What follows belongs to an exercise in optimizing a design on an open flow for small area, a short achievable clock period and few clock cycles; a production flow would make more cautious choices. Where RTL was checked, it was by simulation tests only, not by an equivalence proof against the original. Only the layout flow was run in runs 3 and 4; the RTL was not checked for function there. No activity file was given, so power comes from the tool's default toggle rates. The flow treats the clock pin as an ideal source, which a real chip does not have.

$ cat design.v
module jc1_lane (
    input  wire       clk,
    input  wire       rst,         
    input  wire       cmd_valid,
    output wire       cmd_ready,
    input  wire [2:0] cmd_op,
    input  wire [7:0] cmd_data,
    output reg        res_valid,
    output reg  [7:0] res_data
);
    localparam OP_RESET  = 3'd0;
    localparam OP_STEP   = 3'd1;
    localparam OP_XOR    = 3'd2;
    localparam OP_WARMUP = 3'd3;
    localparam OP_PEEK_S = 3'd4;
    localparam OP_PEEK_P = 3'd5;
    localparam OP_PEEK_Q = 3'd6;
    function [7:0] add8(input [7:0] a, input [7:0] b, input cin);
        reg [7:0] g, pr, g1, p1, g2, p2, g3;
        begin
            g  = a & b;
            pr = a ^ b;
            g1 = g  | (pr & {g[6:0], cin});
            p1 = pr & {pr[6:0], 1'b1};
            g2 = g1 | (p1 & {g1[5:0], {2{cin}}});
            p2 = p1 & {p1[5:0], 2'b11};
            g3 = g2 | (p2 & {g2[3:0], {4{cin}}});
            add8 = pr ^ {g3[6:0], cin};
        end
    endfunction
    reg  [2047:0] ring;                        
    wire [7:0]    r0   = ring[7:0];
    wire [7:0]    r253 = ring[2031:2024];
    wire [7:0]    r254 = ring[2039:2032];
    reg        rst_r;
    reg  [7:0] B;                              
    reg  [7:0] p;
    reg  [7:0] dk;                             
    reg        al;                             
    reg        swp;                            
    reg        rdy;                            
    reg        ld;                             
    reg        s1v;
    reg  [2:0] s1op;
    reg        s1step;                         
    reg        s1peek;                         
    reg        s1warm;                         
    reg        s1rst;                          
    reg  [7:0] s1d;
    reg  [7:0] s1xm;                           
    reg        s2step;
    assign cmd_ready = rdy;
    wire fire      = s1v & (~s1step | al);
    wire fire_step = fire & s1step;
    wire last      = ~s1warm | (s1xm == 8'd254);
    wire done      = fire & last;
    wire clear     = rst_r | (fire & s1rst);
    wire [7:0] sv = r0;                        
    wire [7:0] t  = add8(sv, s1xm, 1'b1);
    wire [7:0] cs_s = dk ^ sv ^ s1xm;
    wire [7:0] cs_c = (dk & sv) | (dk & s1xm) | (sv & s1xm);
    wire [7:0] ks   = add8(cs_s, {cs_c[6:0], 1'b0}, 1'b0);
    wire [7:0] kp   = add8(s1d, ~B, 1'b0);
    wire [7:0] k    = s1peek ? kp : ks;
    wire [7:0] q_cur = add8(dk, p, 1'b1);
    wire       al_n  = clear | fire_step | (B == p);
    reg        s2resp;                         
    reg  [1:0] s2mode;                         
    reg  [7:0] s2x;
    reg  [7:0] s2tp;                           
    reg        s2fwd;                          
    reg  [7:0] s2k;                            
    wire [7:0] pa = 8'd1 << s2k[2:0];
    wire [7:0] pb = 8'd1 << s2k[5:3];
    wire [63:0] lo;
    wire [3:0]  hin = ~(4'd1 << s2k[7:6]);
    genvar gl;
    generate
        for (gl = 0; gl < 64; gl = gl + 1) begin : dec
            assign lo[gl] = pb[gl / 8] & pa[gl % 8];
        end
    endgenerate
    wire [7:0] sq;
    genvar gq, gb, gt;
    generate
        for (gb = 0; gb < 8; gb = gb + 1) begin : bitq
            wire [3:0] gsel;                   
            for (gq = 0; gq < 4; gq = gq + 1) begin : quad
                wire [21:0] n;                 
                wire [5:0]  o;                 
                wire [2:0]  m;                 
                for (gt = 0; gt < 21; gt = gt + 1) begin : term
                    jc1_aoi3 u (
                        .a0(lo[3*gt]),   .b0(ring[8*(64*gq+3*gt)+gb]),
                        .a1(lo[3*gt+1]), .b1(ring[8*(64*gq+3*gt+1)+gb]),
                        .a2(lo[3*gt+2]), .b2(ring[8*(64*gq+3*gt+2)+gb]),
                        .y(n[gt]));
                end
                jc1_nand2 u21 (.a(lo[63]), .b(ring[8*(64*gq+63)+gb]), .y(n[21]));
                jc1_nand4 u0 (.a(n[0]),  .b(n[1]),  .c(n[2]),  .d(n[3]),  .y(o[0]));
                jc1_nand4 u1 (.a(n[4]),  .b(n[5]),  .c(n[6]),  .d(n[7]),  .y(o[1]));
                jc1_nand4 u2 (.a(n[8]),  .b(n[9]),  .c(n[10]), .d(n[11]), .y(o[2]));
                jc1_nand4 u3 (.a(n[12]), .b(n[13]), .c(n[14]), .d(n[15]), .y(o[3]));
                jc1_nand3 u4 (.a(n[16]), .b(n[17]), .c(n[18]), .y(o[4]));
                jc1_nand3 u5 (.a(n[19]), .b(n[20]), .c(n[21]), .y(o[5]));
                jc1_nor2  u6 (.a(o[0]), .b(o[1]), .y(m[0]));
                jc1_nor2  u7 (.a(o[2]), .b(o[3]), .y(m[1]));
                jc1_nor2  u8 (.a(o[4]), .b(o[5]), .y(m[2]));
                jc1_a31oi u9 (.a1(m[0]), .a2(m[1]), .a3(m[2]), .b1(hin[gq]), .y(gsel[gq]));
            end
            assign sq[gb] = (gsel[0] | gsel[1]) | (gsel[2] | gsel[3]);
        end
    endgenerate
    wire [7:0] nb = ~B + 8'd1;
    wire kv = ~swp | (s2k > nb);
    reg        s3step;
    reg        s3resp;
    reg  [1:0] s3mode;
    reg  [7:0] s3x;
    reg  [7:0] s3tp;
    reg        s3fwd;
    reg        s3kv;
    reg  [7:0] s3sq;
    wire [7:0] sqf = s3fwd ? r253 : (s3kv ? s3sq : 8'd0);
    wire [7:0] r   = add8(s3tp, sqf, 1'b0);
    wire zero_in = clear | (swp & (B != 8'd0));
    always @(posedge clk) begin
        ring[2023:8]    <= ring[2031:16];
        ring[2031:2024] <= s3step ? r : r254;
        ring[2039:2032] <= ring[2047:2040];
        ring[2047:2040] <= fire_step ? t : r0;
        ring[7:0]       <= zero_in ? 8'd0 : ring[15:8];
    end
    wire new_step = (cmd_op == OP_STEP) | (cmd_op == OP_XOR) | (cmd_op == OP_WARMUP);
    always @(posedge clk) begin
        rst_r <= rst;
        if (clear) begin
            B   <= 8'd1;
            p   <= 8'd0;
            dk  <= 8'd255;
            al  <= 1'b1;
            swp <= 1'b1;
        end else begin
            B   <= B + 8'd1;
            if (fire_step) begin
                p  <= p + 8'd1;
                dk <= ks;
            end
            al  <= al_n;
            swp <= swp & (B != 8'd0);
        end
        if (rst) begin
            s1v <= 1'b0;
            rdy <= 1'b1;
            ld  <= 1'b1;
        end else if (ld) begin
            s1v <= cmd_valid;
            rdy <= ~cmd_valid | ~new_step | ((cmd_op != OP_WARMUP) & al_n);
            ld  <= ~cmd_valid | ~new_step | ((cmd_op != OP_WARMUP) & al_n);
        end else begin
            s1v <= ~done;
            rdy <= al_n & (~s1warm | ((s1xm + {7'd0, fire}) == 8'd254));
            ld  <= done | (al_n & (~s1warm | ((s1xm + {7'd0, fire}) == 8'd254)));
        end
        if (ld) begin
            s1op   <= cmd_op;
            s1step <= new_step;
            s1peek <= (cmd_op == OP_PEEK_S);
            s1warm <= (cmd_op == OP_WARMUP);
            s1rst  <= (cmd_op == OP_RESET);
            s1d    <= cmd_data;
            s1xm   <= (cmd_op == OP_STEP) ? cmd_data - 8'd1 : 8'hff;
        end else if (fire) begin
            s1xm   <= s1xm + 8'd1;
        end
        s2step <= ~rst & fire_step;
        s2resp <= ~rst & done;
        s2tp   <= t + p + 8'd1;
        s2fwd  <= (k == 8'd254) & s2step;
        s2k    <= k;
        case (s1op)
            OP_STEP:   begin s2mode <= 2'd1; s2x <= 8'd0;  end
            OP_XOR:    begin s2mode <= 2'd1; s2x <= s1d;   end
            OP_PEEK_S: begin s2mode <= 2'd2; s2x <= 8'd0;  end
            OP_PEEK_P: begin s2mode <= 2'd0; s2x <= p;     end
            OP_PEEK_Q: begin s2mode <= 2'd0; s2x <= q_cur; end
            default:   begin s2mode <= 2'd0; s2x <= 8'd0;  end
        endcase
        s3step <= ~rst & s2step;
        s3resp <= ~rst & s2resp;
        s3mode <= s2mode;
        s3x    <= s2x;
        s3tp   <= s2tp;
        s3fwd  <= s2fwd;
        s3kv   <= kv;
        s3sq   <= sq;
        res_valid <= ~rst & s3resp;
        res_data  <= (s3mode == 2'd1) ? (r ^ s3x) :
                     (s3mode == 2'd2) ? sqf : s3x;
    end
endmodule
module jc1_aoi3 (
    input  wire a0, b0, a1, b1, a2, b2,
    output wire y
);
    assign y = ~((a0 & b0) | (a1 & b1) | (a2 & b2));
endmodule
module jc1_nand2 (input wire a, b, output wire y);
    assign y = ~(a & b);
endmodule
module jc1_nand3 (input wire a, b, c, output wire y);
    assign y = ~(a & b & c);
endmodule
module jc1_nand4 (input wire a, b, c, d, output wire y);
    assign y = ~(a & b & c & d);
endmodule
module jc1_nor2 (input wire a, b, output wire y);
    assign y = ~(a | b);
endmodule
module jc1_a31oi (input wire a1, a2, a3, b1, output wire y);
    assign y = ~((a1 & a2 & a3) | b1);
endmodule
$ cat flow/run.sh
#!/bin/bash
# The standard layout, with the port buffers made of buf_4 cells instead of
# the delay buffers buffer_ports picks by default, and clock tree synthesis
# run with the standard settings but without dummy loads.  make's output goes
# to standard.log here; each ORFS step's log is under orfs/logs/.
set -euo pipefail
cd "$(dirname "${BASH_SOURCE[0]}")/.."
cts="-sink_clustering_enable -repair_clock_nets -sink_clustering_size 30"
cts="$cts -sink_clustering_max_diameter 100 -buf_list sky130_fd_sc_hd__clkbuf_16"
cts="$cts -dont_use_dummy_load"
bash standard.sh 'BUFFER_PORTS_ARGS=-buffer_cell sky130_fd_sc_hd__buf_4' \
  "CTS_ARGS=$cts" finish > standard.log 2>&1
$ cat standard.sh
#!/bin/bash
# synth_recipe.tcl (not shown) runs the flow's synth.tcl, then flattens the netlist and writes it again
# the make line also repeats each setting of config.mk as NAME=value (left out here)
make -C /OpenROAD-flow-scripts/flow DESIGN_CONFIG=/design/flow/config.mk WORK_HOME=/design/flow/orfs CLKGATE_MAP_FILE= SYNTH_SCRIPT=/design/flow/synth_recipe.tcl "${@:-finish}"
$ cat config.mk
export PLATFORM = sky130hd
export DESIGN_NAME = jc1_lane
export DESIGN_NICKNAME = jc1_lane
export VERILOG_FILES = /design/flow/design.v
export SDC_FILE = /design/flow/constraint.sdc
export NUM_CORES = 4
export LEC_CHECK = 0
export CAP_MARGIN = 20
export CORE_MARGIN = 2
export CORE_UTILIZATION = 50
export CTS_BUF_LIST = sky130_fd_sc_hd__clkbuf_16
export CTS_CLUSTER_DIAMETER = 100
export CTS_CLUSTER_SIZE = 30
export PLACE_DENSITY = 0.7
export SLEW_MARGIN = 20
export SYNTH_HIERARCHICAL = 1
export SYNTH_MINIMUM_KEEP_SIZE = 0
$ cat constraint.sdc
create_clock -name core_clock -period 13.0 [get_ports {clk}]
set_input_delay 2.6000 -clock core_clock [delete_from_list [all_inputs] [get_ports {clk}]]
set_output_delay 2.6000 -clock core_clock [all_outputs]
set_load 0.01 [all_outputs]
==> flow_metrics.tcl, run 1 <==
set metrics [dict create \
    status "no timing/DRC/antenna violations" \
    die_area_um2 116400 \
    r2r-start "s2k[0]" \
    instances_no_fill 5525 \
    wl_met1_mm 61.75 \
    grt_pass1_vias 33030 \
    cts_resized 0 \
    synth_area_um2 56840 \
    min_period_over_period_pct 28.52 \
    critPathLaunchType "register" \
    drt-total-wl_mm 143.7 \
    wl_per_cell_um 26.00 \
    drv_cap 0 \
    drv_slew 0 \
    place_hpwl_mm 90.78 \
    cp_max_fo 1 \
    power_mw 10.43 \
    rsz0062_at_grt "no" \
    slew_headroom_pct 29.15 \
    cts_made_buffers 82 \
    slowest_delay_ns 0.32 \
    crit_cells 1 \
    rr_endpoint "s3sq[0]" \
    ir_drop_v 0.0001061 \
    ff2ff_path_depth 9 \
    reg2reg_slack_ns 9.45 \
    max_freq_mhz 269.7 \
    cp.required_ns 10.40 \
    coreArea_um2 112700 \
    arrival_ns 1.11 \
    clock_latency_ns 0.69 \
    synth_seq_cells 2169 \
    seq_power_share_pct 65.5 \
    antenna_found_initial 2 \
    finalInstanceArea_um2 61450 \
    synth_edf_count 23 \
    clock_path_buffers 3 \
    async_flop_share_pct 0 \
    swShare_pct 22.86 \
    comb_power_share_pct 5.7 \
    p_per_area_nw_per_um2 169.8 \
    synthCells 3890 \
    gp_congestion 0.8840 \
    grt_first_pass_wirelength_mm 212.8 \
    cts_root_buffer "clkbuf_16" \
    drcViolationCount 0 \
    via_per_inst 6.199 \
    syn_to_final_growth_pct 8.098 \
    critPathSlowestCell "dfxtp_1" \
    min_path_type "register to register" \
    syn_nets 3975 \
    drt_iter0_drc 5890 \
    dr_wl_met3_mm 11.84 \
    crit_path_cell_trace "buf_4" \
    drive_gt1_share_pct 6.115 \
    clock_sinks 2169 \
    fin_tns_setup_ns 0 \
    grt_usage_pct 24.09 \
    p_leak_nw 22.43 \
    p_int_mw 8.047 \
    cts_hold_buf 0 \
    synth_cell_type_count 61 \
    worst_slew_pin_slew_ns 1.060 \
    cp_num_buf_inv 1 \
    met2_length_mm 63.66 \
    firstDrtPassIters 14 \
    p_sw_mw 2.384 \
    layout_commonest_cell "dfxtp_1" \
    port-buffer-count 23 \
    finalHoldViolations 0 \
    hold_end "s3x[7]" \
    final_nets 4110 \
    critPathKind "register to primary output" \
    worstHoldStart "s2x[7]" \
    grt_overflow 0 \
    clk_pin_slew_worst_paths_ns 0.11 \
    most-common-layout-cells "dfxtp_1, a222oi_1, nor2_1" \
    postCtsSetupBuffers 0 \
    die_w_um 341.2 \
    fin_skew_ns 0.04400 \
    ys_warn_count 7 \
    die_h_um 341.2 \
    whs_ns 0.3230 \
    num_io_pins 24 \
    vias 34250 \
    setup_violations 0 \
    end_kind "primary output" \
    start_util_pct 50.46 \
    critPathTopFamily "flip-flops" \
    grt_start_max_net_pins 33 \
    min_path_cells 0 \
    syn_avg_cell_area_um2 14.61 \
    synthFlopType "dfxtp_1" \
    min_period_ns 3.708 \
    pwr-share-clk_pct 28.8 \
    cts_tree "done" \
    highest_layer "met5" \
    placed_cells 5441 \
    ant_nets 0 \
    ys_seq_area_share_pct 76.79 \
    cts-htree-levels 3 \
    post_dp_cell_area_um2 59390 \
    placementRows 123 \
]
==> registers in the layout (all words and copies together), names as in the netlist, 8 cells and up <==
signal    flops
res_data      8
s1d           8
ring       2048
s2k           8
s2x           8
s3tp          8
p             8
B             8
dk            8
s1xm          8
s3x           8
s3sq          8
s2tp          8
==> per-layer routing <==
| metal | vias up | track usage (%) |
|---|---|---|
| met5 | - | 0 |
| met4 | 2 | 9.618 |
| met3 | 240 | 3.783 |
| met2 | 1516 | 37.25 |
| met1 | 16950 | 34.00 |
| li1 | 15550 | - |
==> modules after synthesis (local to each module, per instance) <==
module	copies in the design	cell area [µm²]
jc1_lane	1	48320
jc1_aoi3	672	10.01
jc1_a31oi	32	6.256
jc1_nand4	128	6.256
jc1_nand3	64	5.005
jc1_nand2	32	3.754
jc1_nor2	96	3.754
==> through the flow <==
| step | setup slack (ns) | util, % |
|---|---|---|
| 6_report | 9.292 | 54.55 |
| 4_1_cts | 9.250 | 54.54 |
| 3_3_place_gp | 8.784 | 52.72 |
| 5_1_grt | 9.239 | 54.54 |
| 3_5_place_dp | 8.834 | 52.72 |
| 2_1_floorplan | 9.050 | - |
==> cell families after synthesis <==
group	count (synthesis)	share of synthesized area, %
simple gates	632	5.421
flops	2169	76.79
mux	25	0.4644
buf+inv	69	0.5018
fa+ha+maj	71	1.708
xor+xnor	84	1.294
compound gates	840	13.82
==> worst max path at each step <==
stage / from / endpoint / slack, ns
3_5_place_dp: cmd_data[2] / s1xm[7] / 8.83
6_report: res_data[3] / res_data[3] / 9.29
3_3_place_gp: cmd_data[2] / s1xm[7] / 8.78
2_1_floorplan: cmd_data[2] / s1xm[7] / 9.05
5_1_grt: res_data[3] / res_data[3] / 9.24
4_1_cts: res_data[3] / res_data[3] / 9.25
==> final cells by class <==
class                   instances  area (µm²)
fillers                      9181       51210
clock buffers                  82        2052
multi-input cells            1652       13110
flip-flops and latches       2169       43650
repair buffers                 81       608.1
diodes                          2       5.005
inverters                      39       146.4
well taps                    1500        1877
==> power by group through the flow <==
stage	Combinational, mW	Clock (mW)	Sequential (mW)
global placement	0.568	0	6.98
detailed placement	0.579	0	6.99
global route	0.622	3.26	6.85
finish	0.590	3.00	6.84
CTS	0.580	3.04	6.83
floorplan	0.341	0	6.94
==> Yosys cell counts (9+ instances only) <==
library cell | instances | area, µm²
a21o_1 | 9 | 67.56
a21oi_1 | 24 | 120.1
a222oi_1 | 672 | 6726
a22o_1 | 11 | 96.34
a22oi_1 | 10 | 75.07
a31oi_1 | 35 | 219.0
and2_1 | 11 | 68.82
clkbuf_1 | 26 | 97.59
dfxtp_1 | 2146 | 42960
edfxtp_1 | 23 | 690.7
fa_1 | 11 | 220.2
ha_1 | 60 | 750.7
inv_1 | 38 | 142.6
mux2_2 | 11 | 123.9
mux2i_1 | 14 | 140.1
nand2_1 | 94 | 352.8
nand2b_1 | 10 | 62.56
nand3_1 | 92 | 460.4
nand4_1 | 137 | 857.1
nor2_1 | 220 | 825.8
nor2b_1 | 12 | 75.07
nor3_1 | 14 | 70.07
o21ai_0 | 32 | 160.2
or4_1 | 9 | 67.56
xnor2_1 | 57 | 499.2
xor2_1 | 27 | 236.5
Testbench counts, summed over its fixed seeds: cycles 19,267.
==> inputs of run 2 (changes only) <==
--- a/flow/run.sh
+++ b/flow/run.sh
@@ -6,6 +6,6 @@
 set -euo pipefail
 cd "$(dirname "${BASH_SOURCE[0]}")/.."
-cts="-sink_clustering_enable -repair_clock_nets -sink_clustering_size 30"
-cts="$cts -sink_clustering_max_diameter 100 -buf_list sky130_fd_sc_hd__clkbuf_16"
+cts="-sink_clustering_enable -repair_clock_nets -sink_clustering_size 34"
+cts="$cts -sink_clustering_max_diameter 80 -buf_list sky130_fd_sc_hd__clkbuf_16"
 cts="$cts -dont_use_dummy_load"
 bash standard.sh 'BUFFER_PORTS_ARGS=-buffer_cell sky130_fd_sc_hd__buf_4' \
--- a/config.mk
+++ b/config.mk
@@ -10,7 +10,7 @@
 export CORE_UTILIZATION = 50
 export CTS_BUF_LIST = sky130_fd_sc_hd__clkbuf_16
-export CTS_CLUSTER_DIAMETER = 100
-export CTS_CLUSTER_SIZE = 30
-export PLACE_DENSITY = 0.7
+export CTS_CLUSTER_DIAMETER = 80
+export CTS_CLUSTER_SIZE = 34
+export PLACE_DENSITY = 0.6
 export SLEW_MARGIN = 20
 export SYNTH_HIERARCHICAL = 1
==> run 2 against run 1 <==
  * Fmax shrank 0.45%
  * Critical path depth stayed put
  * Still clean on timing, DRC and antenna
  * Area after synthesis did not move
  * Critical endpoint is now res_valid
  * Via count shrank 1.8%
  * Largest power group unchanged
  * Synthesized cell count unchanged
==> flow_metrics.tcl, run 2 <==
set metrics [dict create \
    min_period_ns 3.725 \
    grt_overflow 0 \
    synth_edf_count 23 \
    drt_iter0_drc 5519 \
    ys_seq_area_share_pct 76.79 \
    async_flop_share_pct 0 \
    synthTopCellsByCount "dfxtp_1, a222oi_1, nor2_1" \
    synth_cell_type_count 61 \
    p_leak_nw 22.38 \
    wl_per_cell_um 26.67 \
    crit_end "res_valid" \
    cts_root_buffer "clkbuf_16" \
    synth_area_um2 56840 \
    critPathSlowestCell "dfxtp_1" \
    yosys.area.top_type "dfxtp_1" \
    seq_power_share_pct 66.2 \
    place_hpwl_mm 95.06 \
    slew_headroom_pct 35.15 \
    power_mw 10.34 \
    crit_path_cell_trace "buf_4" \
    finalHoldViolations 0 \
    drt-total-wl_mm 147.4 \
    final_nets 4109 \
    cts_made_buffers 75 \
    die_area_um2 116400 \
    layout_commonest_cell "dfxtp_1" \
    r2r-start "s2k[5]" \
    die_h_um 341.2 \
    grt.busiest_layer "met2" \
    p_int_mw 7.960 \
    largest_reg_flops 2048 \
    ff2ff_path_depth 8 \
    vias 33630 \
    grt_usage_pct 24.69 \
    pwr-share-clk_pct 28.1 \
    setup_violations 0 \
    synth_seq_cells 2169 \
    critPathKind "register to primary output" \
    rsz0062_at_grt "no" \
    gr-usage-met3_pct 3.222 \
    cp_max_fo 1 \
    min_path_type "register to register" \
    port-buffer-count 23 \
    antenna_found_initial 2 \
    via_per_inst 6.086 \
    drcViolationCount 0 \
    reg2reg_slack_ns 9.50 \
    use_met2_pct 38.16 \
    drv_cap 0 \
    slowest_delay_ns 0.32 \
    status "no timing/DRC/antenna violations" \
    drv_slew 0 \
    fill_cells 9444 \
    die_w_um 341.2 \
    use_met1_pct 36.08 \
    syn_nets 3975 \
    synth.area.top_cells "dfxtp_1, a222oi_1, nand4_1" \
    yosysTopAreaCellShare_pct 75.58 \
    cts-htree-levels 3 \
    clock_path_buffers 3 \
    fin_tns_setup_ns 0 \
    crit_path_start "res_valid" \
    cts_hold_buf 0 \
    p_per_area_nw_per_um2 168.6 \
    fin_skew_ns 0.07278 \
    coreArea_um2 112700 \
    min_period_over_period_pct 28.65 \
    placementRows 123 \
    num_io_pins 24 \
    start_util_pct 50.46 \
    gp_congestion 0.8558 \
    p_sw_mw 2.376 \
    synthFlopType "dfxtp_1" \
    postCtsSetupBuffers 0 \
    ir_drop_v 0.0001031 \
    arrival_ns 1.12 \
    cp.required_ns 10.40 \
    cts_resized 0 \
    end_kind "primary output" \
    ys_warn_count 7 \
    syn_to_final_growth_pct 7.825 \
    critPathTopFamily "flip-flops" \
    ant_nets 0 \
    crit_cells 1 \
    grt_pass1_vias 31940 \
    synth_most_common_cell "dfxtp_1" \
    regMostFlops "ring" \
    worst_slew_pin_slew_ns 0.9728 \
    syn_avg_cell_area_um2 14.61 \
    clock_sinks 2169 \
    drive_gt1_share_pct 6.091 \
    critPathLaunchType "register" \
    clk_pin_slew_worst_paths_ns 0.11 \
    clock_latency_ns 0.69 \
    comb_power_share_pct 5.7 \
    grt_first_pass_wirelength_mm 214.7 \
    max_freq_mhz 268.5 \
    swShare_pct 22.99 \
    synthCells 3890 \
    firstDrtPassIters 8 \
    grt_start_max_net_pins 35 \
    rr_endpoint "s3sq[2]" \
    cp_num_buf_inv 1 \
    most-common-layout-cells "dfxtp_1, a222oi_1, nor2_1" \
    cts_tree "done" \
]
[run 2: cell counts after synthesis]
No cell type changed its count.
[run 2: worst min-delay path by stage]
stage,startpoint,to,cells after the start
after floorplan,s2fwd,s3fwd,0
after global placement,s2tp[1],s3tp[1],0
after detailed placement,s2mode[0],s3mode[0],0
after CTS,s2fwd,s3fwd,0
after global routing,s2fwd,s3fwd,0
final,s2fwd,s3fwd,0
[run 2: kinds of logic after synthesis]
kind of cell | count (synthesis) | synth area share (%)
simple gates | 632 | 5.421
xor+xnor | 84 | 1.294
buf+inv | 69 | 0.5018
flops | 2169 | 76.79
compound gates | 840 | 13.82
mux | 25 | 0.4644
fa+ha+maj | 71 | 1.708
[run 2: per-module statistics from Yosys, one instance, submodules excluded]
module | cells | flip-flops and latches
jc1_nand4 | 1 | 0
jc1_nand3 | 1 | 0
jc1_nand2 | 1 | 0
jc1_nor2 | 1 | 0
jc1_lane | 2866 | 2169
jc1_aoi3 | 1 | 0
jc1_a31oi | 1 | 0
[run 2: worst register-to-register path: stages (launching register included)]
cell and delay, ns:
dfxtp_1 0.66, nand3b_1 0.46, nor2_2 0.05, buf_4 0.30
a222oi_1 0.45, nand4_1 0.32, nor2_1 0.50, a31oi_1 0.14
or4_1 0.55
[run 2: final cells by class]
| type | count | area (µm²) | area share [%] |
|---|---|---|---|
| clock buffer | 75 | 1877 | 3.062 |
| tap | 1500 | 1877 | 3.062 |
| multi-input combinational | 1652 | 13080 | 21.34 |
| antenna | 4 | 10.01 | 0.01633 |
| inverter | 39 | 146.4 | 0.2388 |
| sequential | 2169 | 43650 | 71.22 |
| timing repair buffer | 87 | 653.1 | 1.066 |
[run 2: per-layer routing]
| layer | vias up | share of wire, % |
|---|---|---|
| li1 | 15530 | - |
| met1 | 16810 | 45 |
| met2 | 1118 | 45 |
| met3 | 183 | 6.7 |
| met4 | 0 | 3.3 |
| met5 | - | 0 |
[run 2: power by group through the flow]
stage	Clock [mW]	Sequential [mW]	Combinational [mW]
global placement	0	6.98	0.581
finish	2.91	6.84	0.591
global route	3.19	6.85	0.633
CTS	2.97	6.84	0.588
detailed placement	0	6.99	0.585
floorplan	0	6.94	0.341
[run 2: metrics by stage]
| step | instance area, µm² | utilization, % | std cells | setup slack, ns | hold slack, ns |
|---|---|---|---|---|---|
| after floorplan | 56840 | - | 3890 | 9.050 | 0.3096 |
| after global placement | 59410 | 52.73 | 5447 | 8.813 | 0.3112 |
| after detailed placement | 59410 | 52.73 | 5447 | 8.808 | 0.3121 |
| after CTS | 61280 | 54.40 | 5522 | 9.226 | 0.2888 |
| after global routing | 61280 | 54.40 | 5522 | 9.219 | 0.3006 |
| final | 61290 | 54.41 | 5526 | 9.275 | 0.2887 |
==> inputs of run 3 (changes only) <==
--- a/design.v
+++ b/design.v
@@ -27,4 +27,14 @@
             g3 = g2 | (p2 & {g2[3:0], {4{cin}}});
             add8 = pr ^ {g3[6:0], cin};
+        end
+    endfunction
+    function [7:0] radd8(input [7:0] a, input [7:0] b, input cin);
+        reg [8:0] c;
+        integer n;
+        begin
+            c[0] = cin;
+            for (n = 0; n < 8; n = n + 1)
+                c[n+1] = (a[n] & b[n]) | (a[n] & c[n]) | (b[n] & c[n]);
+            radd8 = a ^ b ^ c[7:0];
         end
     endfunction
@@ -61,7 +71,7 @@
     wire [7:0] cs_c = (dk & sv) | (dk & s1xm) | (sv & s1xm);
     wire [7:0] ks   = add8(cs_s, {cs_c[6:0], 1'b0}, 1'b0);
-    wire [7:0] kp   = add8(s1d, ~B, 1'b0);
+    wire [7:0] kp   = radd8(s1d, ~B, 1'b0);
     wire [7:0] k    = s1peek ? kp : ks;
-    wire [7:0] q_cur = add8(dk, p, 1'b1);
+    wire [7:0] q_cur = radd8(dk, p, 1'b1);
     wire       al_n  = clear | fire_step | (B == p);
     reg        s2resp;                         
@@ -112,5 +122,5 @@
         end
     endgenerate
-    wire [7:0] nb = ~B + 8'd1;
+    wire [7:0] nb = radd8(~B, 8'd0, 1'b1);
     wire kv = ~swp | (s2k > nb);
     reg        s3step;
@@ -142,7 +152,7 @@
             swp <= 1'b1;
         end else begin
-            B   <= B + 8'd1;
+            B   <= radd8(B, 8'd0, 1'b1);
             if (fire_step) begin
-                p  <= p + 8'd1;
+                p  <= radd8(p, 8'd0, 1'b1);
                 dk <= ks;
             end
@@ -172,5 +182,5 @@
             s1xm   <= (cmd_op == OP_STEP) ? cmd_data - 8'd1 : 8'hff;
         end else if (fire) begin
-            s1xm   <= s1xm + 8'd1;
+            s1xm   <= radd8(s1xm, 8'd0, 1'b1);
         end
         s2step <= ~rst & fire_step;
--- a/flow/run.sh
+++ b/flow/run.sh
@@ -6,6 +6,6 @@
 set -euo pipefail
 cd "$(dirname "${BASH_SOURCE[0]}")/.."
-cts="-sink_clustering_enable -repair_clock_nets -sink_clustering_size 34"
-cts="$cts -sink_clustering_max_diameter 80 -buf_list sky130_fd_sc_hd__clkbuf_16"
+cts="-sink_clustering_enable -repair_clock_nets -sink_clustering_size 30"
+cts="$cts -sink_clustering_max_diameter 100 -buf_list sky130_fd_sc_hd__clkbuf_16"
 cts="$cts -dont_use_dummy_load"
 bash standard.sh 'BUFFER_PORTS_ARGS=-buffer_cell sky130_fd_sc_hd__buf_4' \
--- a/config.mk
+++ b/config.mk
@@ -10,7 +10,7 @@
 export CORE_UTILIZATION = 50
 export CTS_BUF_LIST = sky130_fd_sc_hd__clkbuf_16
-export CTS_CLUSTER_DIAMETER = 80
-export CTS_CLUSTER_SIZE = 34
-export PLACE_DENSITY = 0.6
+export CTS_CLUSTER_DIAMETER = 100
+export CTS_CLUSTER_SIZE = 30
+export PLACE_DENSITY = 0.7
 export SLEW_MARGIN = 20
 export SYNTH_HIERARCHICAL = 1
==> run 3 against run 2 <==
  * Power increased by 3.3%
  * Worst hold slack gained 0.0088 ns
  * Clock power is 3% higher
  * Via count increased by 0.76%
  * Sequential cell count did not move
  * Clock skew down 0.021 ns
  * Global-route usage fell by 0.69 points
  * Setup slack got worse by 0.15 ns
  * Die area is 0.30% lower
==> flow_metrics.tcl, run 3 <==
set metrics [dict create \
    min_period_over_period_pct 29.80 \
    finalHoldViolations 0 \
    synth_area_um2 56670 \
    synth-xor-area-share_pct 0.9119 \
    final_nets 4085 \
    drcViolationCount 0 \
    syn_avg_cell_area_um2 14.75 \
    comb_power_share_pct 7.0 \
    end_kind "register" \
    p_leak_nw 22.66 \
    die_h_um 340.7 \
    slew_headroom_pct 27.61 \
    crit_cells 14 \
    slowest_delay_ns 0.39 \
    antenna_found_initial 3 \
    drv_cap 0 \
    vias 33890 \
    grt_usage_pct 23.99 \
    port-buffer-count 23 \
    synthCells 3843 \
    cts_hold_buf 0 \
    drt_iter0_drc 6034 \
    rsz0062_at_grt "no" \
    ys_warn_count 7 \
    ant_nets 0 \
    async_flop_share_pct 0 \
    critPathLaunchType "register" \
    p_sw_mw 2.515 \
    ff2ff_path_depth 14 \
    postCtsSetupBuffers 0 \
    cp_num_buf_inv 2 \
    synthFlopType "dfxtp_1" \
    status "no timing/DRC/antenna violations" \
    grt_first_pass_wirelength_mm 210.8 \
    crit_path_cell_trace "inv_1 -> ha_1 -> inv_1 -> fa_1 -> fa_1 -> fa_1 -> fa_1 -> fa_1 -> fa_1 -> xor2_1 -> xnor2_1 -> nand2_1 -> o21a_1 -> nor4b_1" \
    wl_per_cell_um 26.12 \
    p_per_area_nw_per_um2 174.0 \
    synthTopCellsByCount "dfxtp_1, a222oi_1, nor2_1" \
    swShare_pct 23.56 \
    critPathTopFamily "adder cells" \
    rr_endpoint "s2fwd" \
    seq_power_share_pct 64.8 \
    instances_no_fill 5485 \
    syn_nets 3946 \
    muxShareOfSynthArea_pct 0.4659 \
    start_util_pct 50.37 \
    die_area_um2 116000 \
    clock_path_buffers 3 \
    cts_root_buffer "clkbuf_16" \
    worstHoldStart "ring[62]" \
    synthAdderAreaFrac_pct 2.256 \
    min_path_type "register to register" \
    critPathKind "register to register" \
    coreArea_um2 112500 \
    syn_to_final_growth_pct 8.275 \
    clk_pin_slew_worst_paths_ns 0.11 \
    placed_cells 5397 \
    num_io_pins 24 \
    drv_slew 0 \
    grt_start_max_net_pins 33 \
    cp_common_cell "fa_1" \
    firstDrtPassIters 10 \
    synth_top_family_by_area "compound AO/OA/AOI/OAI gates" \
    grt_pass1_vias 32340 \
    cts_resized 0 \
    pwr-share-clk_pct 28.2 \
    yosysTopAreaCellShare_pct 75.81 \
    synthSimpleGateAreaFrac_pct 5.036 \
    ir_drop_v 0.0001075 \
    most-common-layout-cells "dfxtp_1, a222oi_1, nand4_1" \
    min_period_ns 3.874 \
    synth_cell_type_count 61 \
    gp_congestion 0.9268 \
    synth_most_common_cell "dfxtp_1" \
    worst_slew_pin_slew_ns 1.085 \
    cts_made_buffers 83 \
    clock_latency_ns 0.70 \
    p_int_mw 8.163 \
    max_freq_mhz 258.1 \
    synth.area.top_cells "dfxtp_1, a222oi_1, ha_1" \
    synth_seq_cells 2169 \
    yosys.area.top_type "dfxtp_1" \
    fin_tns_setup_ns 0 \
    die_w_um 340.7 \
    reg2reg_slack_ns 9.13 \
    layout_commonest_cell "dfxtp_1" \
    setup_violations 0 \
    cts-htree-levels 3 \
    cp.required_ns 13.55 \
    synth_edf_count 23 \
    whs_ns 0.2974 \
    ys_seq_area_share_pct 77.03 \
    drt-total-wl_mm 143.3 \
    cts_tree "done" \
    via_per_inst 6.178 \
    clock_sinks 2169 \
    hold_end "ring[54]" \
    drive_gt1_share_pct 6.256 \
    place_hpwl_mm 90.72 \
    regMostFlops "ring" \
    fin_skew_ns 0.05159 \
    grt_overflow 0 \
    r2r-start "B[0]" \
    min_path_cells 0 \
    fill_cells 9140 \
    cp_max_fo 5 \
    critPathSlowestCell "fa_1" \
    synth-compound-area-share_pct 13.72 \
    largest_reg_flops 2048 \
    arrival_ns 4.43 \
    placementRows 123 \
]
run 3: area by class of cell:
cell class              count  area [µm²]  area share, %
diodes                      5       12.51        0.02039
repair buffers             82       615.6          1.003
flip-flops and latches   2169       43650          71.14
multi-input cells        1586       12900          21.02
clock buffers              83        2077          3.385
inverters                  60       225.2         0.3670
well taps                1500        1877          3.059
run 3: worst reg2reg max path, stage by stage, from the launching register on:
cell and delay, ns:
dfxtp_1 0.38, inv_1 0.11, ha_1 0.15, inv_1 0.05, fa_1 0.37, fa_1 0.39, fa_1 0.39, fa_1 0.39
fa_1 0.38, fa_1 0.38, xor2_1 0.16, xnor2_1 0.14, nand2_1 0.07, o21a_1 0.15, nor4b_1 0.27
run 3: per-stage QoR:
step / utilization, % / setup WS (ns) / instance area, µm² / power, mW
2_1_floorplan: - / 9.041 / 56670 / 7.445
3_3_place_gp: 52.68 / 8.752 / 59270 / 7.783
3_5_place_dp: 52.68 / 8.804 / 59270 / 7.802
4_1_cts: 54.53 / 9.108 / 61340 / 10.70
5_1_grt: 54.53 / 8.945 / 61350 / 11.01
6_report: 54.54 / 9.126 / 61360 / 10.68
run 3: modules after synthesis, one instance, submodules excluded:
module	area (µm²)	cells inside	flops+latches
jc1_nand3	5.005	1	0
jc1_nand4	6.256	1	0
jc1_nor2	3.754	1	0
jc1_a31oi	6.256	1	0
jc1_aoi3	10.01	1	0
jc1_lane	48140	2819	2169
jc1_nand2	3.754	1	0
run 3: how the worst max path moves through the flow:
stage | endpoint | start | slack [ns]
6_report | s2fwd | B[0] | 9.13
5_1_grt | s2fwd | B[0] | 8.94
4_1_cts | s2fwd | B[0] | 9.11
3_5_place_dp | s1xm[7] | cmd_data[2] | 8.80
3_3_place_gp | s1xm[7] | cmd_data[2] | 8.75
2_1_floorplan | s1xm[7] | cmd_data[2] | 9.04
run 3: metal layers:
layer	vias to the layer above	GRT usage [%]	wire, µm
li1	15340	-	-
met3	210	4.389	12420
met4	2	8.728	5553
met1	16880	34.13	61480
met5	-	0	13
met2	1458	36.71	63800
run 3: kinds of logic (layout without fill, tap and decap cells):
family,count (synthesis),after routing
adders and majority gates,89,89
muxes,25,25
other,0,5
DFF,2169,2169
AOI/OAI and AO/OA,834,834
and+or+nand+nor,579,579
buffers and inverters,88,225
xor gates and xnor gates,59,59
run 3: power by group through the flow:
stage               clock network (mW)  logic, mW  registers (mW)
finish                            3.01      0.746            6.92
global route                      3.27      0.802            6.94
CTS                               3.05      0.737            6.92
detailed placement                   0      0.734            7.07
global placement                     0      0.723            7.06
floorplan                            0      0.440            7.00
==> inputs of run 4 (changes only) <==
--- a/design.v
+++ b/design.v
@@ -71,5 +71,5 @@
     wire [7:0] cs_c = (dk & sv) | (dk & s1xm) | (sv & s1xm);
     wire [7:0] ks   = add8(cs_s, {cs_c[6:0], 1'b0}, 1'b0);
-    wire [7:0] kp   = radd8(s1d, ~B, 1'b0);
+    wire [7:0] kp   = add8(s1d, ~B, 1'b0);
     wire [7:0] k    = s1peek ? kp : ks;
     wire [7:0] q_cur = radd8(dk, p, 1'b1);
==> run 4 against run 3 <==
  * Largest cell class unchanged
  * Via count shrank 0.17%
  * Register-to-register slack gained 0.20 ns
  * First-iteration DRC count shrank 9.2%
==> flow_metrics.tcl, run 4 <==
set metrics [dict create \
    grt_pass1_vias 32410 \
    synthTopCellsByCount "dfxtp_1, a222oi_1, nor2_1" \
    ys_warn_count 7 \
    rsz0062_at_grt "no" \
    gp_congestion 0.9182 \
    die_area_um2 116100 \
    vias 33830 \
    ys_seq_area_share_pct 76.97 \
    grt_overflow 0 \
    p_int_mw 8.075 \
    max_freq_mhz 267.9 \
    cts_hold_buf 0 \
    critPathTopFamily "flip-flops" \
    syn_avg_cell_area_um2 14.74 \
    fin_skew_ns 0.06544 \
    die_h_um 340.8 \
    grt_start_max_net_pins 33 \
    synth_edf_count 23 \
    postCtsSetupBuffers 0 \
    comb_power_share_pct 5.4 \
    antenna_found_initial 6 \
    drt_iter0_drc 5476 \
    start_util_pct 50.41 \
    p_leak_nw 22.65 \
    firstDrtPassIters 10 \
    port-buffer-count 23 \
    p_sw_mw 2.372 \
    cts_root_buffer "clkbuf_16" \
    synth_most_common_cell "dfxtp_1" \
    ant_nets 0 \
    worst_slew_pin_slew_ns 1.047 \
    clock_sinks 2169 \
    most-common-layout-cells "dfxtp_1, a222oi_1, nand4_1" \
    fill_cells 9057 \
    wl_per_cell_um 25.84 \
    post_dp_cell_area_um2 59330 \
    p_per_area_nw_per_um2 170.1 \
    yosys.area.top_type "dfxtp_1" \
    slowest_delay_ns 0.35 \
    synth_seq_cells 2169 \
    drive_gt1_share_pct 6.342 \
    drv_cap 0 \
    synth.area.top_cells "dfxtp_1, a222oi_1, ha_1" \
    cp_num_buf_inv 1 \
    finalInstanceArea_um2 61440 \
    clock_latency_ns 0.70 \
    arrival_ns 1.13 \
    critPathKind "register to primary output" \
    min_period_over_period_pct 28.72 \
    via_per_inst 6.160 \
    cp.required_ns 10.40 \
    status "no timing/DRC/antenna violations" \
    clock_path_buffers 3 \
    slew_headroom_pct 30.18 \
    grt_first_pass_wirelength_mm 209.4 \
    synth_cell_type_count 55 \
    fin_tns_setup_ns 0 \
    grt_usage_pct 23.77 \
    yosysTopAreaCellShare_pct 75.75 \
    drt-total-wl_mm 141.9 \
    finalHoldViolations 0 \
    drv_slew 0 \
    synth_area_um2 56710 \
    synthCells 3847 \
    die_w_um 340.8 \
    cts_resized 0 \
    seq_power_share_pct 65.5 \
    place_hpwl_mm 91.02 \
    ir_drop_v 0.0001167 \
    swShare_pct 22.71 \
    cts-htree-levels 3 \
    num_io_pins 24 \
    critPathLaunchType "register" \
    synthFlopType "dfxtp_1" \
    min_period_ns 3.733 \
    clk_pin_slew_worst_paths_ns 0.11 \
    critPathSlowestCell "dfxtp_1" \
    largest_reg_flops 2048 \
    cp_max_fo 1 \
    regMostFlops "ring" \
    power_mw 10.45 \
    end_kind "primary output" \
    layout_commonest_cell "dfxtp_1" \
    cts_made_buffers 84 \
    crit_path_cell_trace "buf_4" \
    setup_violations 0 \
    syn_nets 3951 \
    cts_tree "done" \
    syn_to_final_growth_pct 8.326 \
    coreArea_um2 112500 \
    pwr-share-clk_pct 29.0 \
    min_path_type "register to register" \
    async_flop_share_pct 0 \
    drcViolationCount 0 \
    placementRows 123 \
    final_nets 4095 \
]
==> run 4: power groups by stage <==
stage	clock, mW	combinational (mW)	sequential (mW)
3_5_place_dp	0	0.559	7.00
2_1_floorplan	0	0.335	6.94
6_report	3.03	0.569	6.85
4_1_cts	3.07	0.562	6.84
3_3_place_gp	0	0.551	6.99
5_1_grt	3.30	0.610	6.86
==> run 4: cell type report <==
cell class	instances	area, µm²	share of cell area [%]
Tap cell	1500	1877	3.055
Multi-Input combinational cell	1597	12960	21.10
Inverter	55	206.4	0.3360
Clock buffer	84	2102	3.422
Timing Repair Buffer	84	630.6	1.026
Antenna cell	3	7.507	0.01222
Sequential cell	2169	43650	71.05
==> run 4: kinds of logic after synthesis <==
logic type	count (synthesis)	synth area share, %
xor+xnor	61	0.9420
fa+ha+maj	90	2.211
compound gates	841	13.79
flops	2169	76.97
buf+inv	81	0.5405
mux	29	0.5383
simple gates	576	5.013
==> run 4: per-stage QoR <==
step | setup WS (ns) | cells | hold slack, ns | util (%)
floorplan | 8.989 | 3847 | 0.3096 | -
global placement | 8.748 | 5405 | 0.3116 | 52.73
detailed placement | 8.789 | 5405 | 0.3121 | 52.73
CTS | 9.215 | 5489 | 0.2865 | 54.60
global route | 9.087 | 5489 | 0.2742 | 54.60
finish | 9.267 | 5492 | 0.2832 | 54.61
==> run 4: metal layers <==
metal	vias to the layer above	global-route usage, %	share of wire [%]	routed length (µm)
li1	15380	-	-	-
met1	16810	33.83	43	61650
met2	1407	36.47	44	62690
met3	233	3.598	8.0	11290
met4	0	9.627	4.4	6296
met5	-	0	0	0
==> run 4: worst paths after layout <==
check        startpoint        end  slack [ns]  cells past startpoint
max                 rdy  cmd_ready        9.27                      1
min            ring[57]   ring[49]        0.28                      0
max reg2reg      s2k[2]    s3sq[5]        9.33                      8
min reg2reg    ring[57]   ring[49]        0.28                      0
==> run 4: per-module statistics from Yosys (local to each module, per instance) <==
module	area, µm²	cells inside	flops+latches
jc1_a31oi	6.256	1	0
jc1_nand2	3.754	1	0
jc1_nand4	6.256	1	0
jc1_nand3	5.005	1	0
jc1_nor2	3.754	1	0
jc1_lane	48180	2823	2169
jc1_aoi3	10.01	1	0

[re-timing with driven ports]
How much do the figures lean on ideal ports? The routed layouts below were timed once more, with nothing changed but the port constraints. Step 1, drivers: a clkbuf_16 drives clk and a buf_2 each remaining input, both assumed. Step 2 adds t to the input delays and takes it off the output delays; t is the mean of the earliest and latest rising clock arrival at the registers after step 1. Input paths then give back, and output paths get back, about the clock's delay inside the block. a / b / c = ideal ports / drivers / drivers and shift; a / b = the first two.
| run | t, ns | setup slack, ns | worst setup path at the end | worst slew at a driven data input, ns |
|---|---|---|---|---|
| run 1 | 0.743 | 9.292 / 9.221 / 8.827 | input to register | 0.03 |
| run 2 | 0.736 | 9.275 / 9.197 / 8.832 | input to register | 0.03 |
| run 3 | 0.744 | 9.126 / 9.126 / 8.803 | input to register | 0.03 |
| run 4 | 0.744 | 9.267 / 9.192 / 8.811 | input to register | 0.03 |
After both steps setup and hold are still met in every run listed. For run 1, which loses most, drivers alone change the setup slack by -0.071 ns; drivers and shift together by -0.465 ns.
